What follows belongs to an exercise in optimizing a design on an open flow for small area, a short achievable clock period and few clock cycles; a production flow would make more cautious choices. In this exercise RTL edits were held to simulation tests only and were not proved equivalent to the original. No activity file was given, so power comes from the tool's default toggle rates.

==> flow/design.v <==
module bfi_decoder (
    input  wire         clk,
    input  wire         rst,
    input  wire         req_valid,
    output wire         req_ready,
    input  wire [7:0]   req_cmd,
    input  wire [15:0]  req_len,
    input  wire [39:0]  req_fields,
    input  wire [4:0]   req_p,
    input  wire [127:0] req_widths,
    input  wire [15:0]  req_n,
    input  wire [63:0]  req_ts,
    output wire         mem_req,
    output wire [15:0]  mem_addr,
    input  wire         mem_gnt,
    input  wire [7:0]   mem_rdata,
    output wire         ang_valid,
    input  wire         ang_ready,
    output wire [15:0]  ang_data,
    output reg          resp_valid,
    output wire [3:0]   resp_status,
    output wire [63:0]  resp_data,
    output wire [4:0]   resp_p,
    output wire [15:0]  resp_n,
    output wire [127:0] resp_widths,
    output wire [5:0]   resp_dtn,
    output wire [23:0]  err_required,
    output wire [18:0]  err_available,
    output wire [7:0]   err_given,
    output wire [3:0]   err_allowed
);
    localparam I_IDLE = 0;
    localparam I_HDR  = 1;    
    localparam I_LOOK = 2;    
    localparam I_SCAN = 3;    
    localparam I_MUL  = 4;    
    localparam I_CMP  = 5;    
    localparam I_STRM = 6;    
    localparam I_CLR  = 7;    
    localparam [7:0] S_IDLE = 8'b00000001;
    localparam [7:0] S_HDR  = 8'b00000010;
    localparam [7:0] S_LOOK = 8'b00000100;
    localparam [7:0] S_SCAN = 8'b00001000;
    localparam [7:0] S_MUL  = 8'b00010000;
    localparam [7:0] S_CMP  = 8'b00100000;
    localparam [7:0] S_STRM = 8'b01000000;
    localparam [7:0] S_CLR  = 8'b10000000;
    reg [7:0]  state;
    wire idle   = state[I_IDLE];
    wire s_hdr  = state[I_HDR];
    wire s_look = state[I_LOOK];
    wire s_scan = state[I_SCAN];
    wire s_mul  = state[I_MUL];
    wire s_cmp  = state[I_CMP];
    wire s_strm = state[I_STRM];
    wire s_clr  = state[I_CLR];
    wire s_pre  = s_mul || s_cmp;
    reg        rdy;          
    reg        d_bw, d_hdr, d_res, d_ext, d_frm, d_short;
    reg [1:0]  d_arg;
    reg [1:0]  d_bwop;       
    wire [3:0] c_op  = req_cmd[3:0];
    wire [1:0] c_arg = req_cmd[5:4];
    wire       c_rsv = (req_cmd[7:6] == 2'b00);
    wire       c_low = (c_op == 4'd1) || (c_op == 4'd2) || (c_op == 4'd3);
    wire       c_hi  = (c_arg == 2'b00) && c_rsv;
    wire accept = rdy;
    wire done;
    wire more;
    wire dec_en = idle || (s_strm && !more);
    assign req_ready = rdy;
    always @(posedge clk) begin
        if (dec_en) begin
            d_bw    <= c_rsv && c_low;
            d_hdr   <= c_hi && (c_op == 4'd4);
            d_res   <= c_hi && (c_op == 4'd5);
            d_ext   <= c_hi && (c_op == 4'd6);
            d_frm   <= c_hi && (c_op == 4'd7);
            d_short <= (req_len[15:3] == 13'd0) && (req_len[2:0] < 3'd5);
            d_arg   <= c_arg;
            d_bwop  <= c_op[1:0];
        end
    end
    reg [63:0] data;         
    reg [63:0] wd;           
    reg [4:0]  pp;           
    reg [15:0] nn;           
    reg [5:0]  dtn;
    reg [15:0] lim;          
    reg [23:0] rem;          
    reg [7:0]  given;
    reg [3:0]  status;
    reg [3:0]  fi;           
    reg [31:0] win;          
    reg [5:0]  off;          
    reg        fl;           
    reg        hb4;          
    reg [15:0] ptr;          
    reg        av;
    reg [8:0]  ad;
    reg [3:0]  wc;           
    reg        room_r, need_r, pf_r;
    reg        mreq_r;       
    reg        st2;          
    reg        sdn;          
    assign resp_status  = status;
    assign resp_data    = data;
    assign resp_p       = pp;
    assign resp_n       = nn;
    assign resp_dtn     = dtn;
    assign err_required = rem;
    assign err_given    = given;
    genvar gi;
    generate
        for (gi = 0; gi < 16; gi = gi + 1) begin : g_rw
            assign resp_widths[8*gi +: 8] = {4'd0, wd[4*gi +: 4]};
        end
    endgenerate
    assign err_available = {lim, 3'b000};
    assign err_allowed   = {st2, 2'b00, st2};
    assign ang_valid = av;
    assign ang_data  = {7'd0, ad};
    assign mem_addr  = ptr;
    wire [2:0] f_nc  = win[18:16];
    wire [2:0] f_nr  = win[21:19];
    wire [1:0] f_bw  = win[23:22];
    wire       f_grp = win[24];
    wire       f_cb  = win[25];
    wire [1:0] f_ft  = win[27:26];
    reg        lk_ok;
    reg [3:0]  lk_phi, lk_psi;
    reg [4:0]  lk_p;
    reg [11:0] lk_sym;
    reg [15:0] lk_n;
    reg [7:0]  lk_sum;
    reg [47:0] lk_w;
    reg [3:0]  lk_half;
    integer k;
    always @(*) begin
        case ({f_cb, f_ft[0]})
            2'b00:   begin lk_phi = 4'd4; lk_psi = 4'd2; lk_half = 4'd3; end
            2'b01:   begin lk_phi = 4'd7; lk_psi = 4'd5; lk_half = 4'd6; end
            2'b10:   begin lk_phi = 4'd6; lk_psi = 4'd4; lk_half = 4'd5; end
            default: begin lk_phi = 4'd9; lk_psi = 4'd7; lk_half = 4'd8; end
        endcase
        lk_ok  = !f_ft[1];
        lk_p   = 5'd0;
        lk_sym = 12'd0;
        case ({f_nr, f_nc})
            {3'd1, 3'd0},
            {3'd1, 3'd2}: begin lk_p = 5'd2;  lk_sym = 12'b000000000010; end
            {3'd2, 3'd0}: begin lk_p = 5'd4;  lk_sym = 12'b000000001100; end
            {3'd2, 3'd1},
            {3'd2, 3'd2}: begin lk_p = 5'd6;  lk_sym = 12'b000000101100; end
            {3'd3, 3'd0}: begin lk_p = 5'd6;  lk_sym = 12'b000000111000; end
            {3'd3, 3'd1}: begin lk_p = 5'd10; lk_sym = 12'b001100111000; end
            {3'd3, 3'd2},
            {3'd3, 3'd3}: begin lk_p = 5'd12; lk_sym = 12'b101100111000; end
            default:      lk_ok = 1'b0;
        endcase
        case ({f_grp, f_bw})
            3'b000: lk_n = 16'd64;
            3'b001: lk_n = 16'd122;
            3'b010: lk_n = 16'd250;
            3'b011: lk_n = 16'd500;
            3'b100: lk_n = 16'd50;
            3'b101: lk_n = 16'd32;
            3'b110: lk_n = 16'd64;
            default: lk_n = 16'd160;
        endcase
        lk_sum = lk_p * lk_half;
        lk_w = 48'd0;
        for (k = 0; k < 12; k = k + 1)
            if (k < lk_p)
                lk_w[4*k +: 4] = lk_sym[k] ? lk_psi : lk_phi;
    end
    wire [3:0]  wm     = wd[4*fi +: 4];                  
    wire [3:0]  hi     = fi[0] ? data[7:4] : data[3:0];
    wire        sv     = (fi != 4'd0) || sdn;
    wire        bad_g  = (given[7:4] != 4'd0) || (given[3:0] == 4'd0) || (given[3:0] > 4'd9);
    wire        s_rd   = (pp != 5'd0) && !sdn;
    wire        s_fin  = (pp == 5'd0) || (sdn && !bad_g);
    wire        last_f = ({1'b0, fi} + 5'd1 == pp) || (fi == 4'd15);
    wire [3:0]  nxt    = last_f ? 4'd0 : fi + 4'd1;
    wire        cap    = fl && !hb4 && (s_pre || s_strm);
    wire [6:0]  off_w  = {1'b0, off} + {3'd0, wc};
    wire        fits   = (off_w <= 7'd32);
    assign      more   = (rem != 24'd0);
    wire        take   = !av || ang_ready;
    wire        can    = s_strm && more && fits;
    wire        produce = can && take;
    assign      done   = s_strm && !more && take;
    wire [31:0] shv    = win >> off[4:0];
    wire [8:0]  mask   = (9'd1 << wc) - 9'd1;
    wire [8:0]  fval   = shv[8:0] & mask;
    wire [5:0]  off_c  = cap ? off - 6'd8 : off;
    wire [5:0]  off_cw = cap ? off + {2'd0, wc} - 6'd8 : off + {2'd0, wc};
    wire        mreq   = mreq_r;
    wire        g      = mreq && mem_gnt;
    wire        c16    = off_c[5] || off_c[4];               
    wire        c8     = c16 || off_c[3];                    
    wire        w16    = off_cw[5] || off_cw[4];
    wire        w8     = w16 || off_cw[3];
    wire        room_g1 = can ? w16 : c16;
    wire        room_g0 = can ? w8 : c8;
    wire        room_n = g ? (take ? room_g1 : c16)
                           : (take ? room_g0 : c8);
    wire        rem_hi = (rem[23:6] != 18'd0);
    wire [6:0]  rs     = {1'b0, rem[5:0]} + {1'b0, off_c};   
    wire        need_n = rem_hi || (g ? (rs > 7'd40) : (rs > 7'd32));
    wire        pf_n   = g ? (off_c > 6'd24) : (off_c > 6'd16);    
    wire [15:0] lim_m7 = (lim >= 16'd7) ? lim - 16'd7 : 16'd0;
    wire [23:0] ad_y   = s_mul  ? {(rem[0] ? nn : 16'd0), 8'd0} :
                         s_strm ? {20'hfffff, ~wc} :
                         s_cmp  ? ~{5'd0, lim, 3'b000} :
                                  {20'd0, given[3:0]};
    wire [24:0] ad_s   = {1'b0, rem} + {1'b0, ad_y} + {24'd0, s_strm};
    wire        t_big  = ad_s[24];
    wire        b4q    = d_frm && (ptr[3:0] == 4'd4);    
    wire [15:0] ptr_g  = (d_frm && ptr[15:3] == 13'd0 && ptr[2:0] == 3'd1) ? 16'd3 :
                         (d_frm && ptr[15:3] == 13'd0 && ptr[2:0] == 3'd4) ? 16'd7 :
                         ptr + 16'd1;
    wire        hq_0   = d_hdr ? (ptr[2:0]   != 3'd5) : (ptr[2:0]   != 3'd4);
    wire        hq_1   = d_hdr ? (ptr_g[2:0] != 3'd5) : (ptr_g[2:0] != 3'd4);
    wire        hdr_end  = d_hdr ? (fl && ptr[2:0] == 3'd5) : (ptr[2:0] == 3'd4);
    wire        plen_lt2 = (lim_m7[15:1] == 15'd0);
    wire        to_mul_f = s_hdr && !d_hdr && (ptr[2:0] == 3'd4) && lk_ok && !plen_lt2;
    wire        to_mul_x = s_scan && !(sv && bad_g) && s_fin && (lim[15:1] != 15'd0);
    wire        pre_keep = (b4q && !g) || (room_n && pf_n);
    wire        strm_rq  = room_n && need_n;
    wire        mreq_n = (accept && (d_hdr || d_frm) && !d_short) ||
                         (s_hdr && !hdr_end && (g ? hq_1 : hq_0)) ||
                         to_mul_f || to_mul_x ||
                         (s_mul && pre_keep) ||
                         (s_cmp && (b4q ? pre_keep : (!t_big && strm_rq))) ||
                         (s_strm && strm_rq);
    assign mem_req = mreq_r;
    reg [63:0] himap;
    reg [63:0] lomap;
    integer m;
    always @(*) begin
        for (m = 0; m < 16; m = m + 1) begin
            himap[4*m +: 4] = req_widths[8*m+4 +: 4];
            lomap[4*m +: 4] = req_widths[8*m +: 4];
        end
    end
    wire [63:0] bwc = ((d_bwop == 2'd1) ? {62'd0, d_arg} : 64'd0) |
                      ((d_bwop == 2'd2) ? (64'd20 << d_arg) : 64'd0) |
                      ((d_bwop == 2'd3) ? (64'd20000000 << d_arg) : 64'd0);
    always @(posedge clk) begin
        rdy    <= req_valid && ((idle && !rdy) || done);
        mreq_r <= mreq_n;
        fl     <= g;
        hb4    <= s_pre && b4q && g;
        room_r <= room_n;
        need_r <= need_n;
        pf_r   <= pf_n;
        if (g)
            ptr <= ptr_g;
        if (cap)
            win <= {mem_rdata, win[31:8]};
        if (av && ang_ready)
            av <= 1'b0;
        if (hb4)
            dtn[5:2] <= mem_rdata[3:0];
        if (accept || (s_hdr && d_frm && ptr[2:0] == 3'd4))
            off <= 6'd32;
        else
            off <= produce ? off_cw : off_c;
        case (1'b1)
        idle: begin
            if (accept) begin
                resp_valid <= 1'b0;
                st2    <= 1'b0;
                data   <= (d_frm && !d_short) ? req_ts :
                          d_ext ? himap :
                          d_bw ? bwc : 64'd0;
                wd     <= d_ext ? lomap : 64'd0;
                pp     <= d_ext ? req_p : 5'd0;
                nn     <= d_ext ? req_n : 16'd0;
                dtn    <= 6'd0;
                lim    <= (d_hdr || d_frm || d_ext) ? req_len : 16'd0;
                rem    <= ((d_hdr || d_frm) && d_short) ? 24'd40 : 24'd0;
                given  <= 8'd0;
                sdn    <= 1'b0;
                fi     <= 4'd0;
                ptr    <= 16'd0;
                if (d_res)
                    win[31:16] <= req_fields[15:0];
                if (d_bw) begin
                    status     <= 4'd0;
                    resp_valid <= 1'b1;
                end else if (d_hdr || d_frm) begin
                    if (d_short) begin
                        status     <= 4'd1;
                        resp_valid <= 1'b1;
                    end else begin
                        status <= 4'd0;
                        state  <= S_HDR;
                    end
                end else if (d_res) begin
                    status <= 4'd0;
                    state  <= S_LOOK;
                end else if (d_ext) begin
                    status <= 4'd0;
                    state  <= S_SCAN;
                end else begin
                    status     <= 4'd15;
                    resp_valid <= 1'b1;
                end
            end
        end
        s_hdr: begin
            if (fl) begin
                if (d_hdr)
                    data[39:0] <= {mem_rdata, data[39:8]};
                else if (ptr[2:0] == 3'd1 || ptr[2:0] == 3'd3)
                    win <= {mem_rdata, win[31:8]};
                else if (ptr[2:0] == 3'd4)
                    dtn[1:0] <= mem_rdata[7:6];
            end
            if (d_hdr) begin
                if (fl && ptr[2:0] == 3'd5) begin
                    lim        <= 16'd0;
                    resp_valid <= 1'b1;
                    state      <= S_IDLE;
                end
            end else if (ptr[2:0] == 3'd4) begin
                fi  <= 4'd0;
                pp  <= lk_p;
                nn  <= lk_n;
                wd  <= {16'd0, lk_w};
                rem <= plen_lt2 ? 24'd16 : {16'd0, lk_sum};
                lim <= lim_m7;
                if (!lk_ok) begin
                    status <= 4'd4;
                    state  <= S_CLR;
                end else if (plen_lt2) begin
                    status <= 4'd1;
                    state  <= S_CLR;
                end else begin
                    state  <= S_MUL;
                end
            end
        end
        s_look: begin
            if (lk_ok) begin
                pp <= lk_p;
                nn <= lk_n;
                wd <= {16'd0, lk_w};
            end else begin
                status <= 4'd4;
            end
            resp_valid <= 1'b1;
            state      <= S_IDLE;
        end
        s_scan: begin
            if (sv && bad_g) begin
                status <= 4'd2;
                st2    <= 1'b1;
                state  <= S_CLR;
            end else begin
                if (sv)
                    rem <= ad_s[23:0];
                if (s_rd) begin
                    given <= {hi, wm};
                    fi    <= fi + 4'd1;
                    sdn   <= last_f;
                    if (fi[0])
                        data <= {8'd0, data[63:8]};
                end
                if (s_fin) begin
                    given <= 8'd0;
                    if (lim[15:1] == 15'd0) begin
                        status <= 4'd1;
                        rem    <= 24'd16;
                        state  <= S_CLR;
                    end else begin
                        data  <= 64'd0;
                        fi    <= 4'd0;
                        state <= S_MUL;
                    end
                end
            end
        end
        s_mul: begin
            rem <= {ad_s[24:8], rem[7:1]};
            fi  <= fi + 4'd1;
            if (fi[2:0] == 3'd7) begin
                fi    <= 4'd0;
                state <= S_CMP;
            end
        end
        s_cmp: begin
            if (b4q) begin
            end else begin
                wc <= wm;
                fi <= nxt;
                if (t_big) begin
                    status <= 4'd1;
                    state  <= S_CLR;
                end else begin
                    state  <= S_STRM;
                end
            end
        end
        s_clr: begin
            pp   <= 5'd0;
            nn   <= 16'd0;
            wd   <= 64'd0;
            data <= 64'd0;
            dtn  <= 6'd0;
            if (!status[0]) begin        
                rem <= 24'd0;
                lim <= 16'd0;
            end
            resp_valid <= 1'b1;
            state      <= S_IDLE;
        end
        s_strm: begin
            lim <= 16'd0;
            if (produce) begin
                ad  <= fval;
                av  <= 1'b1;
                rem <= ad_s[23:0];
                wc  <= wm;
                fi  <= nxt;
            end
            if (!more)
                wd <= 64'd0;
            if (done) begin
                resp_valid <= 1'b1;
                state      <= S_IDLE;
            end
        end
        default: ;
        endcase
        if (rst) begin
            state      <= S_IDLE;
            resp_valid <= 1'b0;
            av         <= 1'b0;
            fl         <= 1'b0;
            hb4        <= 1'b0;
            rdy        <= 1'b0;
            mreq_r     <= 1'b0;
        end
    end
endmodule
==> flow/flow/run.sh <==
#!/bin/bash
# Standard ORFS layout, with two changes to how it is made:
#  - the I/O ports are buffered with buf_1 (then resized by repair) instead of
#    the default delay-buffer cell;
#  - timing repair keeps working until the setup slack reaches the margin, past
#    the 15 ns clock.
set -euo pipefail
bash standard.sh "BUFFER_PORTS_ARGS=-buffer_cell sky130_fd_sc_hd__buf_1" \
    SETUP_SLACK_MARGIN=${MARGIN:-10.7} finish > standard.log 2>&1
==> flow/standard.sh <==
#!/bin/bash
# synth_recipe.tcl (not shown) runs the flow's synth.tcl, then flattens the netlist and writes it again
# the make line also repeats each setting of config.mk as NAME=value (left out here)
make -C /OpenROAD-flow-scripts/flow DESIGN_CONFIG=/design/flow/config.mk WORK_HOME=/design/flow/orfs CLKGATE_MAP_FILE= SYNTH_SCRIPT=/design/flow/synth_recipe.tcl "${@:-finish}"
==> flow/config.mk <==
export PLATFORM = sky130hd
export DESIGN_NAME = bfi_decoder
export DESIGN_NICKNAME = bfi_decoder
export VERILOG_FILES = /design/flow/design.v
export SDC_FILE = /design/flow/constraint.sdc
export NUM_CORES = 4
export LEC_CHECK = 0
export CAP_MARGIN = 20
export CORE_MARGIN = 2
export CORE_UTILIZATION = 40
export CTS_CLUSTER_DIAMETER = 80
export CTS_CLUSTER_SIZE = 20
export SLEW_MARGIN = 20
==> flow/constraint.sdc <==
create_clock -name core_clock -period 15.0 [get_ports {clk}]
set_input_delay 3.0000 -clock core_clock [delete_from_list [all_inputs] [get_ports {clk}]]
set_output_delay 3.0000 -clock core_clock [all_outputs]
set_load 0.01 [all_outputs]
==> impl_metrics.prom, run 1 <==
# TYPE chip_impl_metric gauge
chip_impl_metric{name="start_util",unit="%"} 40.45
chip_impl_metric{name="synth_enable_flop_cells",unit=""} 232
chip_impl_metric{name="count_of_endpoints_failing_hold_in_the_final_timing_report",unit=""} 0
chip_impl_metric{name="die_w",unit="um"} 231.8
chip_impl_metric{name="drv_slew",unit=""} 0
chip_impl_metric{name="synthMuxAreaShare",unit="%"} 9.604
chip_impl_metric{name="grt_antenna_before_repair",unit=""} 1
chip_impl_metric{name="slew-limit-headroom",unit="%"} 28.74
chip_impl_metric{name="worst_path_largest_cell_delay",unit="ns"} 0.52
chip_impl_metric{name="synth-simple-area-share",unit="%"} 17.10
chip_impl_metric{name="die_area",unit="um^2"} 53720
chip_impl_metric{name="viasPerCell",unit=""} 5.845
chip_impl_metric{name="wire_length_of_the_first_global_routing_pass",unit="um"} 117600
chip_impl_info{name="worst_hold_path.endpoint",value="win[0]$_DFF_P_"} 1
chip_impl_metric{name="synth.yosys.warnings",unit=""} 1
chip_impl_info{name="tritoncts",value="built"} 1
chip_impl_metric{name="total_power",unit="mW"} 2.435
chip_impl_metric{name="async_reset_ff_share",unit="%"} 0
chip_impl_metric{name="cts_hold_buffers",unit=""} 0
chip_impl_metric{name="ys_ff_latch",unit=""} 304
chip_impl_metric{name="area_growth_syn_to_layout",unit="%"} 17.66
chip_impl_metric{name="worstPathBufferInverterCount",unit=""} 1
chip_impl_metric{name="vertical_extent_of_the_die",unit="um"} 231.8
chip_impl_metric{name="peak_freq",unit="GHz"} 0.2317
chip_impl_metric{name="antenna_cells_inserted",unit=""} 0
chip_impl_metric{name="io_buffers",unit=""} 503
chip_impl_metric{name="yosys.area_share.xor_xnor",unit="%"} 2.659
chip_impl_info{name="timing.critical_path.from_type",value="flop"} 1
chip_impl_metric{name="ff2ff_setup_slack",unit="ns"} 10.98
chip_impl_metric{name="arrival",unit="ns"} 1.32
chip_impl_metric{name="overflow",unit=""} 0
chip_impl_info{name="hold_path.class",value="flop to flop"} 1
chip_impl_info{name="r2r-start",value="state[4]$_SDFFE_PP0P_"} 1
chip_impl_info{name="path_delay_family",value="flip-flops"} 1
chip_impl_metric{name="finalCritPeriodShare",unit="%"} 28.77
chip_impl_metric{name="clkLatencyLatePin",unit="ns"} 0.62
chip_impl_info{name="grt_setup_unrepaired",value="true"} 1
chip_impl_metric{name="yosysTopAreaCellShare",unit="%"} 33.57
chip_impl_metric{name="finalSetupViolCount",unit=""} 0
chip_impl_info{name="status",value="timing/DRC/antenna clean"} 1
chip_impl_metric{name="core-area",unit="um^2"} 51300
chip_impl_metric{name="grt_max_degree",unit=""} 67
chip_impl_metric{name="cts.clk_slew.worst_paths",unit="ns"} 0.08
chip_impl_metric{name="ant_nets",unit=""} 0
chip_impl_metric{name="worstRegToRegCells",unit=""} 13
chip_impl_metric{name="place.detailed.hpwl",unit="um"} 61350
chip_impl_metric{name="wirelength",unit="um"} 80070
chip_impl_metric{name="count_of_different_cell_masters_after_synthesis",unit=""} 95
chip_impl_metric{name="fraction_of_the_mapped_netlist_area_in_compound_gates",unit="%"} 18.34
chip_impl_metric{name="tritoncts_num_sinks",unit=""} 304
chip_impl_metric{name="power_density",unit="nW/um^2"} 99.72
chip_impl_info{name="end_kind",value="output pin"} 1
chip_impl_metric{name="clock_power_share",unit="%"} 33.4
chip_impl_metric{name="power.leakage",unit="nW"} 9.349
chip_impl_metric{name="first_global_vias",unit=""} 19050
chip_impl_metric{name="via_count",unit=""} 19780
chip_impl_metric{name="synth_cells",unit=""} 2229
chip_impl_metric{name="cts_inserted_buffers",unit=""} 29
chip_impl_metric{name="finalSetupTns",unit="ns"} 0
chip_impl_metric{name="power.ir.vdd_worst",unit="V"} 0.00008369
chip_impl_metric{name="combinationalPowerShare",unit="%"} 22.2
chip_impl_metric{name="clock_tree.buffer_depth",unit=""} 3
chip_impl_metric{name="grt.total_usage",unit="%"} 28.72
chip_impl_metric{name="first_pass_iters",unit=""} 9
chip_impl_metric{name="rows",unit=""} 83
chip_impl_metric{name="yosys.area_share.adder",unit="%"} 4.497
chip_impl_metric{name="finalWeightedCongestion",unit=""} 0.9456
chip_impl_info{name="synthTopCellsByArea",value="sky130_fd_sc_hd__edfxtp_1 (34%), sky130_fd_sc_hd__dfxtp_1 (6.9%), sky130_fd_sc_hd__nand2_1 (4.5%)"} 1
chip_impl_metric{name="cap_viol_max_count",unit=""} 0
chip_impl_metric{name="power.share.sequential",unit="%"} 44.5
chip_impl_metric{name="filler_cell_count",unit=""} 5069
chip_impl_metric{name="power_switching_share",unit="%"} 35.14
chip_impl_info{name="dominant_combinational_cell_family_by_area_after_synthesis",value="compound AO/OA/AOI/OAI gates"} 1
chip_impl_metric{name="routed_wire_length_per_instance",unit="um"} 23.65
chip_impl_metric{name="worst_path_maximum_fanout",unit=""} 4
chip_impl_metric{name="ys_seq_area_share",unit="%"} 40.51
chip_impl_info{name="synth_top_area_cell",value="sky130_fd_sc_hd__edfxtp_1"} 1
chip_impl_metric{name="internal-power",unit="mW"} 1.579
chip_impl_metric{name="timing.final.crit_period",unit="ns"} 4.316
chip_impl_info{name="chain_of_cells_forming_the_critical_path",value="clkbuf_2"} 1
chip_impl_info{name="cts.root.buffer_cell",value="sky130_fd_sc_hd__clkbuf_16"} 1
chip_impl_info{name="slowest_stage",value="sky130_fd_sc_hd__edfxtp_1"} 1
chip_impl_metric{name="timing_worst_slew_pin_value",unit="ns"} 1.059
chip_impl_metric{name="drive_gt1_share",unit="%"} 10.87
chip_impl_info{name="critical_path_class",value="flop to output pin"} 1
chip_impl_metric{name="design.portCount",unit=""} 604
chip_impl_info{name="yosys.cell_count.top_type",value="sky130_fd_sc_hd__nand2_1"} 1
chip_impl_metric{name="finalNetCount",unit=""} 3043
chip_impl_info{name="ys_dominant_reg_cell",value="sky130_fd_sc_hd__edfxtp_1"} 1
chip_impl_metric{name="cts_max_level",unit=""} 1
chip_impl_metric{name="drt_first_iter_violations",unit=""} 1839
chip_impl_info{name="regToRegEndpoint",value="rem[22]$_SDFFCE_PN0P_"} 1
chip_impl_info{name="synthTopCellsByCount",value="sky130_fd_sc_hd__nand2_1 (251), sky130_fd_sc_hd__edfxtp_1 (232), sky130_fd_sc_hd__nor2_1 (187)"} 1
chip_impl_metric{name="crit_required",unit="ns"} 12.00
chip_impl_metric{name="hold_depth",unit=""} 1
chip_impl_info{name="worst_hold_startpoint",value="win[0]$_DFF_P_"} 1
chip_impl_metric{name="post_synth.cell_area_avg",unit="um^2"} 9.311
chip_impl_metric{name="worst_clock_skew",unit="ns"} 0.04657
chip_impl_metric{name="post-route-drc-count",unit=""} 0
chip_impl_metric{name="power_switching",unit="uW"} 855.7
chip_impl_metric{name="mappedNetlistArea",unit="um^2"} 20750
chip_impl_metric{name="critical_path_cell_count",unit=""} 1
[metal layers]
layer	track usage [%]	up-vias	share of wire, %
met5	0	-	0
met4	10.64	0	3.9
met3	4.003	129	7.5
met2	48.84	999	48
met1	37.09	9645	41
li1	-	9011	-
[repair_timing]
item / 4_1_cts / 5_1_grt
pin swaps: 1 / 4
gates cloned: 1 / 0
gates resized for setup: 24 / 21
buffers inserted: 27 / 20
endpoints found under the setup margin: 75 / 56
[cell usage in the layout (no fill, tap or decap), drive strengths merged, types with 8 or more instances in the layout]
cell type / n
a211oi: 13
a21o: 24
a21oi: 172
a221o: 15
a221oi: 20
a222oi: 25
a22o: 14
a22oi: 9
a31oi: 14
a32o: 9
and2: 14
and3: 74
buf: 567
clkbuf: 42
conb: 76
dfxtp: 72
edfxtp: 232
ha: 65
inv: 88
mux2: 35
mux2i: 81
mux4: 35
nand2: 252
nand2b: 18
nand3: 36
nand4: 11
nor2: 188
nor2b: 18
nor3: 47
nor4: 21
o211ai: 12
o21ai: 192
o21bai: 8
or2: 11
or3: 29
xnor2: 39
xor2: 24
[area by class of cell]
cell class	instances	area [um^2]	share of cell area, %
Clock buffer	32	737.0	3.018
Clock inverter	22	287.8	1.178
Inverter	75	281.5	1.153
Multi-Input combinational cell	1695	11320	46.35
Sequential cell	304	8427	34.51
Tap cell	680	850.8	3.484
Timing Repair Buffer	577	2516	10.30
[stage by stage]
| stage | setup WS, ns | utilization [%] | std cells | instance area [um^2] | hold slack [ns] |
|---|---|---|---|---|---|
| 5_1_grt | 10.65 | 47.60 | 3385 | 24420 | 0.5305 |
| 2_1_floorplan | 10.47 | - | 2304 | 21130 | 0.4530 |
| 4_1_cts | 10.60 | 47.13 | 3365 | 24180 | 0.5148 |
| 3_5_place_dp | 9.916 | 44.64 | 3283 | 22900 | 0.4944 |
| 6_report | 10.68 | 47.60 | 3385 | 24420 | 0.4972 |
| 3_3_place_gp | 9.918 | 44.63 | 3282 | 22890 | 0.4691 |
[how the worst max path moves through the flow]
| stage | from | endpoint | slack, ns |
|---|---|---|---|
| floorplan | ang_ready | rem[0]$_SDFFCE_PP0P_ | 10.47 |
| global placement | ang_ready | rem[20]$_SDFFCE_PN0P_ | 9.92 |
| detailed placement | ang_ready | rem[21]$_SDFFCE_PN0P_ | 9.92 |
| CTS | rdy$_SDFF_PP0_ | req_ready | 10.60 |
| global route | given[3]$_SDFFCE_PP0P_ | err_given[3] | 10.65 |
| finish | given[3]$_SDFFCE_PP0P_ | err_given[3] | 10.68 |
[cells by family after synthesis]
group	count (synthesis)
AOI/OAI and AO/OA	591
xor gates and xnor gates	63
adders and majority gates	71
buffers and inverters	306
DFF	304
muxes	151
other	1
and+or+nand+nor	742
[state kept, by name, indices dropped and copies added (netlist names), 2 cells and up]
name,flops
pp,5
dtn,6
d_bwop,2
lim,16
nn,16
d_arg,2
wc,4
state,8
off,6
wd,64
ad,9
given,8
status,4
rem,24
win,32
data,64
ptr,16
fi,4
[power by group through the flow]
stage	Sequential (mW)	Clock [mW]	Combinational, mW
detailed placement	1.11	0	0.505
global route	1.09	0.858	0.586
floorplan	1.05	0	0.350
global placement	1.11	0	0.496
CTS	1.08	0.827	0.525
finish	1.08	0.813	0.539
Testbench counts, summed over its fixed seeds: cycles 66,115.
==> run 2: changes to the inputs <==
--- a/flow/config.mk
+++ b/flow/config.mk
@@ -8,5 +8,5 @@
 export CAP_MARGIN = 20
 export CORE_MARGIN = 2
-export CORE_UTILIZATION = 40
+export CORE_UTILIZATION = 55
 export CTS_CLUSTER_DIAMETER = 80
 export CTS_CLUSTER_SIZE = 20
==> run 2 against run 1 <==
Net effect: still clean on timing, DRC and antenna; sequential power about the same; utilization rose by 15 points; first-iteration DRC count is 14% higher; critical endpoint is now err_given[2]; largest cell class unchanged.
==> impl_metrics.prom, run 2 <==
# TYPE chip_impl_metric gauge
chip_impl_metric{name="ff2ff_setup_slack",unit="ns"} 10.94
chip_impl_metric{name="power_density",unit="nW/um^2"} 93.33
chip_impl_metric{name="mappedNetlistArea",unit="um^2"} 20750
chip_impl_info{name="end_kind",value="output pin"} 1
chip_impl_metric{name="first_pass_iters",unit=""} 8
chip_impl_metric{name="drt_first_iter_violations",unit=""} 2092
chip_impl_metric{name="rows",unit=""} 71
chip_impl_metric{name="design_area",unit="um^2"} 23560
chip_impl_metric{name="async_reset_ff_share",unit="%"} 0
chip_impl_info{name="yosys.cell_count.top_type",value="sky130_fd_sc_hd__nand2_1"} 1
chip_impl_metric{name="peak_freq",unit="GHz"} 0.2313
chip_impl_metric{name="worst_path_largest_cell_delay",unit="ns"} 0.56
chip_impl_metric{name="timing.final.crit_period",unit="ns"} 4.323
chip_impl_metric{name="drv_slew",unit=""} 0
chip_impl_metric{name="via_count",unit=""} 19750
chip_impl_metric{name="drive_gt1_share",unit="%"} 8.129
chip_impl_metric{name="start_util",unit="%"} 55.49
chip_impl_metric{name="place.detailed.instances",unit=""} 3116
chip_impl_metric{name="wire_length_of_the_first_global_routing_pass",unit="um"} 109800
chip_impl_metric{name="power.ir.vdd_worst",unit="V"} 0.00009916
chip_impl_info{name="synthTopCellsByArea",value="sky130_fd_sc_hd__edfxtp_1 (34%), sky130_fd_sc_hd__dfxtp_1 (6.9%), sky130_fd_sc_hd__nand2_1 (4.5%)"} 1
chip_impl_metric{name="arrival",unit="ns"} 1.32
chip_impl_metric{name="finalHoldWorstSlack",unit="ns"} 0.5041
chip_impl_metric{name="finalNetCount",unit=""} 3005
chip_impl_metric{name="die_area",unit="um^2"} 39300
chip_impl_metric{name="post-route-drc-count",unit=""} 0
chip_impl_metric{name="io_buffers",unit=""} 503
chip_impl_metric{name="ys_seq_area_share",unit="%"} 40.51
chip_impl_info{name="worstSetupStartpoint",value="given[2]$_SDFFCE_PP0P_"} 1
chip_impl_info{name="worst_hold_startpoint",value="dtn[3]$_DFF_P_"} 1
chip_impl_metric{name="viasPerCell",unit=""} 6.230
chip_impl_metric{name="overflow",unit=""} 0
chip_impl_metric{name="cts_hold_buffers",unit=""} 0
chip_impl_metric{name="wirelength",unit="um"} 75650
chip_impl_metric{name="power.leakage",unit="nW"} 8.952
chip_impl_metric{name="finalWeightedCongestion",unit=""} 0.9693
chip_impl_metric{name="clock_tree.buffer_depth",unit=""} 3
chip_impl_metric{name="timing_worst_slew_pin_value",unit="ns"} 1.062
chip_impl_metric{name="clkLatencyLatePin",unit="ns"} 0.57
chip_impl_info{name="tritoncts",value="built"} 1
chip_impl_metric{name="finalSetupViolCount",unit=""} 0
chip_impl_metric{name="grt.total_usage",unit="%"} 37.14
chip_impl_metric{name="first_global_vias",unit=""} 17840
chip_impl_info{name="layout_top_registers",value="data (64), wd (64), win (32)"} 1
chip_impl_metric{name="cap_viol_max_count",unit=""} 0
chip_impl_metric{name="worstPathBufferInverterCount",unit=""} 1
chip_impl_metric{name="grt_antenna_before_repair",unit=""} 4
chip_impl_info{name="ys_dominant_reg_cell",value="sky130_fd_sc_hd__edfxtp_1"} 1
chip_impl_metric{name="synth.yosys.warnings",unit=""} 1
chip_impl_info{name="cts.root.buffer_cell",value="sky130_fd_sc_hd__clkbuf_16"} 1
chip_impl_metric{name="synth_cells",unit=""} 2229
chip_impl_info{name="synthTopCellsByCount",value="sky130_fd_sc_hd__nand2_1 (251), sky130_fd_sc_hd__edfxtp_1 (232), sky130_fd_sc_hd__nor2_1 (187)"} 1
chip_impl_metric{name="ant_nets",unit=""} 0
chip_impl_metric{name="ys_ff_latch",unit=""} 304
chip_impl_info{name="critical_path_class",value="flop to output pin"} 1
chip_impl_metric{name="tritoncts_num_sinks",unit=""} 304
chip_impl_metric{name="grt_max_degree",unit=""} 82
chip_impl_metric{name="design.portCount",unit=""} 604
chip_impl_metric{name="count_of_different_cell_masters_after_synthesis",unit=""} 95
chip_impl_info{name="grt_setup_unrepaired",value="true"} 1
chip_impl_metric{name="finalCritPeriodShare",unit="%"} 28.82
chip_impl_metric{name="cts.clk_slew.worst_paths",unit="ns"} 0.09
chip_impl_metric{name="crit_required",unit="ns"} 12.00
chip_impl_metric{name="area_growth_syn_to_layout",unit="%"} 13.50
chip_impl_metric{name="routed_wire_length_per_instance",unit="um"} 23.86
chip_impl_metric{name="total_cell_area_at_the_placement_stage",unit="um^2"} 22700
chip_impl_metric{name="vertical_extent_of_the_die",unit="um"} 198.3
chip_impl_info{name="top_library_cells_by_usage_in_the_layout_fill_and_taps_aside",value="sky130_fd_sc_hd__buf_1 (495), sky130_fd_sc_hd__nand2_1 (250), sky130_fd_sc_hd__edfxtp_1 (232)"} 1
chip_impl_info{name="path_delay_family",value="flip-flops"} 1
chip_impl_info{name="timing.critical_path.from_type",value="flop"} 1
chip_impl_info{name="chain_of_cells_forming_the_critical_path",value="buf_1"} 1
chip_impl_info{name="r2r-start",value="win[26]$_DFF_P_"} 1
chip_impl_info{name="synth_top_area_cell",value="sky130_fd_sc_hd__edfxtp_1"} 1
chip_impl_info{name="slowest_stage",value="sky130_fd_sc_hd__edfxtp_1"} 1
chip_impl_metric{name="finalSetupTns",unit="ns"} 0
chip_impl_metric{name="slew-limit-headroom",unit="%"} 28.44
chip_impl_metric{name="total_power",unit="mW"} 2.198
chip_impl_metric{name="worst_path_maximum_fanout",unit=""} 4
chip_impl_metric{name="cts_max_level",unit=""} 1
chip_impl_metric{name="place.detailed.hpwl",unit="um"} 58550
chip_impl_info{name="most_common_library_cell_in_the_layout_ignoring_fill_and_taps",value="sky130_fd_sc_hd__buf_1"} 1
chip_impl_metric{name="synth_enable_flop_cells",unit=""} 232
chip_impl_metric{name="count_of_endpoints_failing_hold_in_the_final_timing_report",unit=""} 0
chip_impl_metric{name="post_synth.cell_area_avg",unit="um^2"} 9.311
chip_impl_metric{name="cts_inserted_buffers",unit=""} 20
chip_impl_metric{name="core-area",unit="um^2"} 37400
chip_impl_info{name="hold_path.class",value="flop to flop"} 1
chip_impl_info{name="status",value="timing/DRC/antenna clean"} 1
chip_impl_metric{name="worst_clock_skew",unit="ns"} 0.03130
chip_impl_metric{name="die_w",unit="um"} 198.3
chip_impl_metric{name="yosysTopAreaCellShare",unit="%"} 33.57
chip_impl_metric{name="finalNonFillerCells",unit=""} 3170
==> run 2: area by class of cell <==
| class | count | area, um^2 |
|---|---|---|
| fill | 3315 | 13840 |
| tap | 511 | 639.4 |
| sequential | 304 | 8421 |
| timing repair buffer | 548 | 2246 |
| clock buffer | 26 | 523.0 |
| clock inverter | 9 | 110.1 |
| inverter | 75 | 285.3 |
| antenna | 2 | 5.005 |
| multi-input combinational | 1695 | 11330 |
==> run 2: final timing paths <==
path	cells after the start	endpoint
worst max-delay path	1	err_given[2]
worst min-delay path	2	dtn[3]$_DFF_P_
worst max register to register	12	rem[7]$_SDFFCE_PP0P_
worst min register to register	2	dtn[3]$_DFF_P_
==> run 2: metal layers <==
layer  vias to the layer above  wire length (um)  GRT usage (%)
met4                         4              3781          15.65
met1                      9408             29580          49.93
li1                       8926                 -              -
met5                         -                27              0
met3                       188              7433          6.115
met2                      1224             34830          59.61
==> run 2: worst min-delay path, cell delays in order, from the launching register on <==
cell and delay (ns):
sky130_fd_sc_hd__dfxtp_1 0.34, sky130_fd_sc_hd__mux2i_1 0.07, sky130_fd_sc_hd__nor2_1 0.07
==> run 2: logic make-up after synthesis <==
logic type                 count (synthesis)  synth area share, %
other                                      1              0.01807
DFF                                      304                40.51
xor gates and xnor gates                  63                2.659
adders and majority gates                 71                4.498
buffers and inverters                    306                7.265
AOI/OAI and AO/OA                        591                18.34
muxes                                    151                9.604
and+or+nand+nor                          742                17.10
==> run 2: power by group <==
group          total [mW]  internal, mW  switching [mW]  leakage, nW
logic               0.539         0.195           0.344         5.81
registers            1.07         0.975           0.100         2.83
clock network       0.584         0.272           0.312        0.316
==> run 2: stage by stage <==
stage | utilization [%] | worst slack [ns]
finish | 62.98 | 10.68
global route | 62.98 | 10.66
CTS | 62.69 | 10.69
detailed placement | 60.69 | 9.979
global placement | 60.69 | 10.04
floorplan | - | 10.47
==> run 2: timing repair <==
action / CTS / global route
cloned: 1 / 0
setup endpoints to repair: 54 / 41
pin swaps: 1 / 1
gates resized for setup: 12 / 10
buffers inserted: 10 / 5
==> run 3: changes to the inputs <==
--- a/flow/config.mk
+++ b/flow/config.mk
@@ -8,5 +8,5 @@
 export CAP_MARGIN = 20
 export CORE_MARGIN = 2
-export CORE_UTILIZATION = 55
+export CORE_UTILIZATION = 65
 export CTS_CLUSTER_DIAMETER = 80
 export CTS_CLUSTER_SIZE = 20
==> run 3 against run 2 <==
Net effect: still clean on timing, DRC and antenna; sequential share of layout area is 0.10 points higher; area after synthesis stayed put; combinational power is 3% higher; cell area is 0.26% lower; hold slack better by 0.013 ns; critical endpoint is now d_short$_DFFE_PP_; largest cell class unchanged; largest power group unchanged.
==> impl_metrics.prom, run 3 <==
# TYPE chip_impl_metric gauge
chip_impl_info{name="status",value="timing/DRC/antenna clean"} 1
chip_impl_metric{name="arrival",unit="ns"} 4.54
chip_impl_metric{name="finalNetCount",unit=""} 3012
chip_impl_metric{name="place.detailed.instances",unit=""} 3005
chip_impl_metric{name="synth_cells",unit=""} 2229
chip_impl_metric{name="grt_antenna_before_repair",unit=""} 7
chip_impl_info{name="critical_path_class",value="input port to flop"} 1
chip_impl_metric{name="ant_nets",unit=""} 0
chip_impl_metric{name="tritoncts_num_sinks",unit=""} 304
chip_impl_info{name="worstSetupStartpoint",value="req_len[14]"} 1
chip_impl_metric{name="wire_length_of_the_first_global_routing_pass",unit="um"} 116200
chip_impl_metric{name="area_growth_syn_to_layout",unit="%"} 13.20
chip_impl_metric{name="ys_seq_area_share",unit="%"} 40.51
chip_impl_info{name="slowest_stage",value="sky130_fd_sc_hd__nor4_1"} 1
chip_impl_metric{name="drive_gt1_share",unit="%"} 8.630
chip_impl_metric{name="core-area",unit="um^2"} 31470
chip_impl_metric{name="die_area",unit="um^2"} 33370
chip_impl_metric{name="cap_viol_max_count",unit=""} 0
chip_impl_info{name="chain_of_cells_forming_the_critical_path",value="buf_1 -> nor4_1 -> nand4_1 -> nor4_1"} 1
chip_impl_metric{name="grt_max_degree",unit=""} 90
chip_impl_metric{name="finalSetupViolCount",unit=""} 0
chip_impl_metric{name="slew-limit-headroom",unit="%"} 16.66
chip_impl_metric{name="yosys.area_share.xor_xnor",unit="%"} 2.659
chip_impl_metric{name="power.ir.vdd_worst",unit="V"} 0.0001001
chip_impl_metric{name="count_of_endpoints_failing_hold_in_the_final_timing_report",unit=""} 0
chip_impl_metric{name="drv_slew",unit=""} 0
chip_impl_metric{name="cts_hold_buffers",unit=""} 0
chip_impl_metric{name="cts_max_level",unit=""} 1
chip_impl_metric{name="worst_path_largest_cell_delay",unit="ns"} 0.95
chip_impl_metric{name="clock_tree.buffer_depth",unit=""} 3
chip_impl_metric{name="io_buffers",unit=""} 503
chip_impl_info{name="yosys.cell_count.top_type",value="sky130_fd_sc_hd__nand2_1"} 1
chip_impl_metric{name="die_w",unit="um"} 182.7
chip_impl_metric{name="overflow",unit=""} 0
chip_impl_metric{name="yosysTopAreaCellShare",unit="%"} 33.57
chip_impl_metric{name="finalCritPeriodShare",unit="%"} 29.06
chip_impl_info{name="end_kind",value="flop"} 1
chip_impl_metric{name="grt.total_usage",unit="%"} 46.23
chip_impl_metric{name="viasPerCell",unit=""} 6.805
chip_impl_info{name="timing.critical_path.from_type",value="input port"} 1
chip_impl_metric{name="finalNonFillerCells",unit=""} 3071
chip_impl_metric{name="timing.final.crit_period",unit="ns"} 4.359
chip_impl_metric{name="clkLatencyLatePin",unit="ns"} 0.55
chip_impl_info{name="r2r-start",value="win[26]$_DFF_P_"} 1
chip_impl_metric{name="synth.yosys.warnings",unit=""} 1
chip_impl_metric{name="timing_worst_slew_pin_value",unit="ns"} 1.239
chip_impl_metric{name="synth_enable_flop_cells",unit=""} 232
chip_impl_info{name="layout_top_registers",value="data (64), wd (64), win (32)"} 1
chip_impl_metric{name="finalSetupTns",unit="ns"} 0
chip_impl_info{name="synthTopCellsByCount",value="sky130_fd_sc_hd__nand2_1 (251), sky130_fd_sc_hd__edfxtp_1 (232), sky130_fd_sc_hd__nor2_1 (187)"} 1
chip_impl_info{name="path_delay_family",value="simple AND/OR/NAND/NOR gates"} 1
chip_impl_info{name="dominant_combinational_cell_family_by_area_after_synthesis",value="compound AO/OA/AOI/OAI gates"} 1
chip_impl_metric{name="routed_wire_length_per_instance",unit="um"} 26.12
chip_impl_metric{name="count_of_different_cell_masters_after_synthesis",unit=""} 95
chip_impl_metric{name="synth-simple-area-share",unit="%"} 17.10
chip_impl_metric{name="synthMuxAreaShare",unit="%"} 9.604
chip_impl_metric{name="design.portCount",unit=""} 604
chip_impl_metric{name="worst_path_maximum_fanout",unit=""} 2
chip_impl_metric{name="peak_freq",unit="GHz"} 0.2294
chip_impl_metric{name="filler_cell_count",unit=""} 2249
chip_impl_info{name="tritoncts",value="built"} 1
chip_impl_metric{name="power.leakage",unit="nW"} 8.998
chip_impl_metric{name="finalWeightedCongestion",unit=""} 1.028
chip_impl_info{name="synthTopCellsByArea",value="sky130_fd_sc_hd__edfxtp_1 (34%), sky130_fd_sc_hd__dfxtp_1 (6.9%), sky130_fd_sc_hd__nand2_1 (4.5%)"} 1
chip_impl_metric{name="first_pass_iters",unit=""} 10
chip_impl_info{name="timing.critical_path.mode_cell",value="sky130_fd_sc_hd__nor4_1"} 1
chip_impl_metric{name="place.detailed.hpwl",unit="um"} 61470
chip_impl_metric{name="first_global_vias",unit=""} 19000
chip_impl_metric{name="yosys.area_share.adder",unit="%"} 4.497
chip_impl_metric{name="fin_util",unit="%"} 74.65
chip_impl_metric{name="ys_ff_latch",unit=""} 304
chip_impl_info{name="hold_path.class",value="flop to flop"} 1
chip_impl_metric{name="start_util",unit="%"} 65.94
chip_impl_info{name="synth_top_area_cell",value="sky130_fd_sc_hd__edfxtp_1"} 1
chip_impl_metric{name="power_density",unit="nW/um^2"} 94.72
chip_impl_metric{name="vertical_extent_of_the_die",unit="um"} 182.7
chip_impl_info{name="worst_hold_startpoint",value="dtn[2]$_DFF_P_"} 1
chip_impl_metric{name="cts_inserted_buffers",unit=""} 20
chip_impl_info{name="most_common_library_cell_in_the_layout_ignoring_fill_and_taps",value="sky130_fd_sc_hd__buf_1"} 1
chip_impl_metric{name="worst_clock_skew",unit="ns"} 0.03172
chip_impl_metric{name="async_reset_ff_share",unit="%"} 0
chip_impl_metric{name="post-route-drc-count",unit=""} 0
chip_impl_metric{name="mappedNetlistArea",unit="um^2"} 20750
chip_impl_metric{name="wirelength",unit="um"} 80230
chip_impl_info{name="grt_setup_unrepaired",value="true"} 1
chip_impl_metric{name="cts.clk_slew.worst_paths",unit="ns"} 0.09
chip_impl_info{name="cts.root.buffer_cell",value="sky130_fd_sc_hd__clkbuf_16"} 1
chip_impl_metric{name="crit_required",unit="ns"} 15.18
chip_impl_metric{name="via_count",unit=""} 20900
chip_impl_metric{name="post_synth.cell_area_avg",unit="um^2"} 9.311
chip_impl_info{name="ys_dominant_reg_cell",value="sky130_fd_sc_hd__edfxtp_1"} 1
chip_impl_metric{name="drt_first_iter_violations",unit=""} 2789
chip_impl_info{name="top_library_cells_by_usage_in_the_layout_fill_and_taps_aside",value="sky130_fd_sc_hd__buf_1 (486), sky130_fd_sc_hd__nand2_1 (250), sky130_fd_sc_hd__edfxtp_1 (232)"} 1
chip_impl_metric{name="worstPathBufferInverterCount",unit=""} 1
chip_impl_metric{name="fraction_of_the_mapped_netlist_area_in_compound_gates",unit="%"} 18.34
chip_impl_metric{name="rows",unit=""} 65
chip_impl_metric{name="finalHoldWorstSlack",unit="ns"} 0.5167
## run 3: cells by family after synthesis
logic type	Yosys count
simple gates	742
compound gates	591
buf+inv	306
flops	304
mux	151
fa+ha+maj	71
xor+xnor	63
other cells	1
## run 3: layout make-up
type                            count  area, um^2  share of cell area, %
Clock inverter                      4       48.80                 0.2077
Antenna cell                        4       10.01                0.04261
Timing Repair Buffer              555        2336                  9.943
Clock buffer                       32       566.8                  2.413
Sequential cell                   304        8423                  35.85
Inverter                           75       285.3                  1.214
Multi-Input combinational cell   1695       11320                  48.19
Tap cell                          402       503.0                  2.141
## run 3: worst paths after layout
kind | to | slack, ns | cells past startpoint
setup / recovery | d_short$_DFFE_PP_ | 10.64 | 4
hold / removal | dtn[2]$_DFF_P_ | 0.52 | 2
setup reg to reg | rem[7]$_SDFFCE_PP0P_ | 10.86 | 12
hold reg to reg | dtn[2]$_DFF_P_ | 0.52 | 2
## run 3: metal layers
| metal | global-route usage (%) | vias up | part of all wire, % |
|---|---|---|---|
| li1 | - | 8956 | - |
| met1 | 57.29 | 9785 | 34 |
| met2 | 70.45 | 1779 | 44 |
| met3 | 13.65 | 373 | 14 |
| met4 | 30.52 | 4 | 8.3 |
| met5 | 0 | - | 0.034 |
## run 3: power breakdown
group / internal (mW) / leakage (nW) / switching, mW
Clock: 0.267 / 0.290 / 0.317
Combinational: 0.198 / 5.88 / 0.355
Sequential: 0.975 / 2.83 / 0.112
## run 3: metrics by stage
stage	instance area, um^2	power, mW	worst slack, ns
2_1_floorplan	21130	1.404	10.47
3_3_place_gp	22550	1.596	9.983
3_5_place_dp	22550	1.616	9.834
4_1_cts	23320	2.185	10.71
5_1_grt	23490	2.279	10.68
6_report	23490	2.225	10.64
## run 3: worst register-to-register path, stage by stage, from the launching register on
cell                       delay (ns)
sky130_fd_sc_hd__dfxtp_1         0.47
sky130_fd_sc_hd__inv_1           0.29
sky130_fd_sc_hd__ha_1            0.49
sky130_fd_sc_hd__o21bai_1        0.20
sky130_fd_sc_hd__or3_1           0.37
sky130_fd_sc_hd__fa_1            0.56
sky130_fd_sc_hd__inv_1           0.05
sky130_fd_sc_hd__ha_1            0.32
sky130_fd_sc_hd__fa_1            0.45
sky130_fd_sc_hd__a21o_1          0.21
sky130_fd_sc_hd__a21oi_1         0.18
sky130_fd_sc_hd__xor2_1          0.19
sky130_fd_sc_hd__o22ai_1         0.11
## run 3: what timing repair did
action | in CTS | in global routing
pin swaps | 2 | 2
gates cloned | 1 | 0
endpoints found under the setup margin | 56 | 40
resized for setup | 15 | 20
setup buffers | 14 | 10
==> run 4: changes to the inputs <==
--- a/flow/config.mk
+++ b/flow/config.mk
@@ -6,8 +6,8 @@
 export NUM_CORES = 4
 export LEC_CHECK = 0
-export CAP_MARGIN = 20
+export CAP_MARGIN = 0
 export CORE_MARGIN = 2
-export CORE_UTILIZATION = 65
+export CORE_UTILIZATION = 55
 export CTS_CLUSTER_DIAMETER = 80
 export CTS_CLUSTER_SIZE = 20
-export SLEW_MARGIN = 20
+export SLEW_MARGIN = 0
==> run 4 against run 3 <==
Net effect: still clean on timing, DRC and antenna; hold slack worse by 0.011 ns; cell area is 0.23% higher; via count is 5.7% lower; synthesized cell count stayed put; count of clock-buffer cells in the layout is 6 lower; fmax is 0.73% higher; power is 1.2% lower; largest cell class unchanged.
==> impl_metrics.prom, run 4 <==
# TYPE chip_impl_metric gauge
chip_impl_info{name="status",value="timing/DRC/antenna clean"} 1
chip_impl_metric{name="design.portCount",unit=""} 604
chip_impl_info{name="r2r-start",value="win[18]$_DFF_P_"} 1
chip_impl_info{name="chain_of_cells_forming_the_critical_path",value="buf_1"} 1
chip_impl_metric{name="place.detailed.hpwl",unit="um"} 58550
chip_impl_metric{name="count_of_different_cell_masters_after_synthesis",unit=""} 95
chip_impl_metric{name="cts.clk_slew.worst_paths",unit="ns"} 0.09
chip_impl_metric{name="wirelength",unit="um"} 75650
chip_impl_metric{name="filler_cell_count",unit=""} 3313
chip_impl_metric{name="core-area",unit="um^2"} 37400
chip_impl_metric{name="slew-limit-headroom",unit="%"} 25.14
chip_impl_metric{name="overflow",unit=""} 0
chip_impl_info{name="slowest_stage",value="sky130_fd_sc_hd__edfxtp_1"} 1
chip_impl_metric{name="worst_path_maximum_fanout",unit=""} 4
chip_impl_metric{name="via_count",unit=""} 19700
chip_impl_info{name="worstSetupStartpoint",value="given[2]$_SDFFCE_PP0P_"} 1
chip_impl_info{name="end_kind",value="output pin"} 1
chip_impl_info{name="yosys.cell_count.top_type",value="sky130_fd_sc_hd__nand2_1"} 1
chip_impl_metric{name="finalNonFillerCells",unit=""} 3170
chip_impl_metric{name="viasPerCell",unit=""} 6.215
chip_impl_metric{name="timing.final.crit_period",unit="ns"} 4.327
chip_impl_metric{name="area_growth_syn_to_layout",unit="%"} 13.46
chip_impl_metric{name="tritoncts_num_sinks",unit=""} 304
chip_impl_info{name="critical_path_class",value="flop to output pin"} 1
chip_impl_info{name="hold_path.class",value="flop to flop"} 1
chip_impl_metric{name="pre_cts_ws",unit="ns"} 9.979
chip_impl_metric{name="start_util",unit="%"} 55.49
chip_impl_metric{name="synth_enable_flop_cells",unit=""} 232
chip_impl_info{name="worst_hold_path.endpoint",value="dtn[3]$_DFF_P_"} 1
chip_impl_metric{name="synth.yosys.warnings",unit=""} 1
chip_impl_info{name="grt_setup_unrepaired",value="true"} 1
chip_impl_info{name="worst_hold_startpoint",value="dtn[3]$_DFF_P_"} 1
chip_impl_metric{name="finalWeightedCongestion",unit=""} 0.9693
chip_impl_metric{name="crit_required",unit="ns"} 12.00
chip_impl_info{name="tritoncts",value="built"} 1
chip_impl_metric{name="grt_max_degree",unit=""} 82
chip_impl_info{name="ys_dominant_reg_cell",value="sky130_fd_sc_hd__edfxtp_1"} 1
chip_impl_metric{name="ys_ff_latch",unit=""} 304
chip_impl_metric{name="drv_slew",unit=""} 0
chip_impl_metric{name="cts_inserted_buffers",unit=""} 20
chip_impl_info{name="synthTopCellsByCount",value="sky130_fd_sc_hd__nand2_1 (251), sky130_fd_sc_hd__edfxtp_1 (232), sky130_fd_sc_hd__nor2_1 (187)"} 1
chip_impl_metric{name="ant_nets",unit=""} 0
chip_impl_metric{name="design_area",unit="um^2"} 23550
chip_impl_metric{name="finalCritPeriodShare",unit="%"} 28.85
chip_impl_metric{name="clock_tree.buffer_depth",unit=""} 3
chip_impl_info{name="cts.root.buffer_cell",value="sky130_fd_sc_hd__clkbuf_16"} 1
chip_impl_metric{name="total_cell_area_at_the_placement_stage",unit="um^2"} 22700
chip_impl_metric{name="arrival",unit="ns"} 1.33
chip_impl_metric{name="finalHoldWorstSlack",unit="ns"} 0.5052
chip_impl_info{name="regToRegEndpoint",value="rem[7]$_SDFFCE_PP0P_"} 1
chip_impl_metric{name="die_area",unit="um^2"} 39300
chip_impl_metric{name="postLayoutSetupSlackWorst",unit="ns"} 10.67
chip_impl_metric{name="peak_freq",unit="GHz"} 0.2311
chip_impl_metric{name="worst_path_largest_cell_delay",unit="ns"} 0.57
chip_impl_metric{name="first_global_vias",unit=""} 17840
chip_impl_metric{name="yosysTopAreaCellShare",unit="%"} 33.57
chip_impl_metric{name="power.leakage",unit="nW"} 8.948
chip_impl_info{name="synth_top_area_cell",value="sky130_fd_sc_hd__edfxtp_1"} 1
chip_impl_metric{name="place.detailed.instances",unit=""} 3116
chip_impl_metric{name="worstRegToRegCells",unit=""} 12
chip_impl_metric{name="wire_length_of_the_first_global_routing_pass",unit="um"} 109800
chip_impl_metric{name="synth_cells",unit=""} 2229
chip_impl_metric{name="cts_max_level",unit=""} 1
chip_impl_metric{name="clkLatencyLatePin",unit="ns"} 0.57
chip_impl_metric{name="finalSetupTns",unit="ns"} 0
chip_impl_metric{name="async_reset_ff_share",unit="%"} 0
chip_impl_metric{name="finalNetCount",unit=""} 3004
chip_impl_info{name="path_delay_family",value="flip-flops"} 1
chip_impl_metric{name="grt.total_usage",unit="%"} 37.14
chip_impl_info{name="top_library_cells_by_usage_in_the_layout_fill_and_taps_aside",value="sky130_fd_sc_hd__buf_1 (495), sky130_fd_sc_hd__nand2_1 (250), sky130_fd_sc_hd__edfxtp_1 (232)"} 1
chip_impl_metric{name="drive_gt1_share",unit="%"} 8.095
chip_impl_metric{name="die_w",unit="um"} 198.3
chip_impl_metric{name="first_pass_iters",unit=""} 9
chip_impl_metric{name="post-route-drc-count",unit=""} 0
chip_impl_info{name="most_common_library_cell_in_the_layout_ignoring_fill_and_taps",value="sky130_fd_sc_hd__buf_1"} 1
chip_impl_metric{name="vertical_extent_of_the_die",unit="um"} 198.3
chip_impl_metric{name="mappedNetlistArea",unit="um^2"} 20750
chip_impl_metric{name="post_synth.cell_area_avg",unit="um^2"} 9.311
chip_impl_metric{name="power_density",unit="nW/um^2"} 93.40
chip_impl_metric{name="rows",unit=""} 71
chip_impl_metric{name="ys_seq_area_share",unit="%"} 40.51
chip_impl_metric{name="ff2ff_setup_slack",unit="ns"} 10.92
chip_impl_metric{name="power.ir.vdd_worst",unit="V"} 0.00009935
chip_impl_metric{name="timing_worst_slew_pin_value",unit="ns"} 1.123
chip_impl_info{name="layout_top_registers",value="data (64), wd (64), win (32)"} 1
chip_impl_metric{name="hold_depth",unit=""} 2
chip_impl_metric{name="cap_viol_max_count",unit=""} 0
chip_impl_metric{name="drt_first_iter_violations",unit=""} 2037
chip_impl_metric{name="count_of_endpoints_failing_hold_in_the_final_timing_report",unit=""} 0
chip_impl_metric{name="worstPathBufferInverterCount",unit=""} 1
chip_impl_metric{name="routed_wire_length_per_instance",unit="um"} 23.86
chip_impl_metric{name="worst_clock_skew",unit="ns"} 0.02909
chip_impl_metric{name="io_buffers",unit=""} 503
chip_impl_metric{name="cts_hold_buffers",unit=""} 0
chip_impl_metric{name="finalSetupViolCount",unit=""} 0
chip_impl_info{name="synthTopCellsByArea",value="sky130_fd_sc_hd__edfxtp_1 (34%), sky130_fd_sc_hd__dfxtp_1 (6.9%), sky130_fd_sc_hd__nand2_1 (4.5%)"} 1
chip_impl_metric{name="grt_antenna_before_repair",unit=""} 4
chip_impl_info{name="timing.critical_path.from_type",value="flop"} 1
==> run 4: repair_timing <==
item | CTS | global route
endpoints found under the setup margin | 54 | 42
pin swaps | 1 | 1
setup buffers | 10 | 5
cloned | 1 | 0
gates resized for setup | 12 | 11
==> run 4: how the worst max path moves through the flow <==
stage	end	cells after the start	slack, ns
6_report	err_given[2]	1	10.67
5_1_grt	err_given[2]	1	10.66
4_1_cts	err_given[2]	1	10.69
3_5_place_dp	rem[12]$_SDFFCE_PN0P_	7	9.98
3_3_place_gp	rem[12]$_SDFFCE_PN0P_	7	10.04
2_1_floorplan	rem[0]$_SDFFCE_PP0P_	6	10.47
==> run 4: per-layer routing <==
layer	track usage (%)	wire, um
met1	49.93	29920
met2	59.61	35090
met3	6.115	6926
met4	15.65	3679
met5	0	27
==> run 4: layout make-up <==
type                            instances  area [um^2]  area share (%)
Multi-Input combinational cell       1695        11320           48.08
Sequential cell                       304         8421           35.76
Timing Repair Buffer                  547         2241           9.516
Tap cell                              511        639.4           2.715
Clock buffer                           26        523.0           2.221
Inverter                               75        285.3           1.211
Clock inverter                          9        110.1          0.4676
Antenna cell                            3        7.507         0.03188
==> run 4: kinds of logic after synthesis <==
group | Yosys count | share of synthesized area [%]
compound gates | 591 | 18.34
xor+xnor | 63 | 2.659
fa+ha+maj | 71 | 4.498
buf+inv | 306 | 7.265
flops | 304 | 40.51
mux | 151 | 9.604
other cells | 1 | 0.01807
simple gates | 742 | 17.10
==> run 4: per-stage QoR <==
stage / power (mW) / utilization, %
2_1_floorplan: 1.404 / -
6_report: 2.199 / 62.96
3_5_place_dp: 1.608 / 60.69
4_1_cts: 2.187 / 62.69
3_3_place_gp: 1.598 / 60.69
5_1_grt: 2.278 / 62.95
==> run 4: power breakdown <==
group	switching (mW)	internal (mW)
sequential	0.101	0.975
clock	0.313	0.272
combinational	0.344	0.195

[re-timing with driven ports]
How much do the figures lean on ideal ports? The routed layouts below were timed once more, with nothing changed but the port constraints. Step 1 assumes that a clkbuf_16 drives the clock port and a buf_2 every other input. Step 2, shift: input delay + t, output delay - t, t = (earliest + latest rising clock arrival at the registers) / 2. This alone moves slack from input paths to output paths. a / b / c = ideal ports / drivers / drivers and shift; a / b = the first two.
run	t, ns	setup slack, ns	worst register clock-pin slew, ns
run 1	0.656	10.684 / 10.623 / 10.159	0.09 / 0.09
run 2	0.616	10.677 / 10.616 / 10.202	0.10 / 0.10
run 3	0.595	10.641 / 10.628 / 10.081	0.10 / 0.10
run 4	0.615	10.673 / 10.612 / 10.193	0.09 / 0.09
After both steps every run listed still meets setup and hold. The setup slack of run 3, which loses most, moves by -0.013 ns with the drivers and by -0.560 ns with both steps.
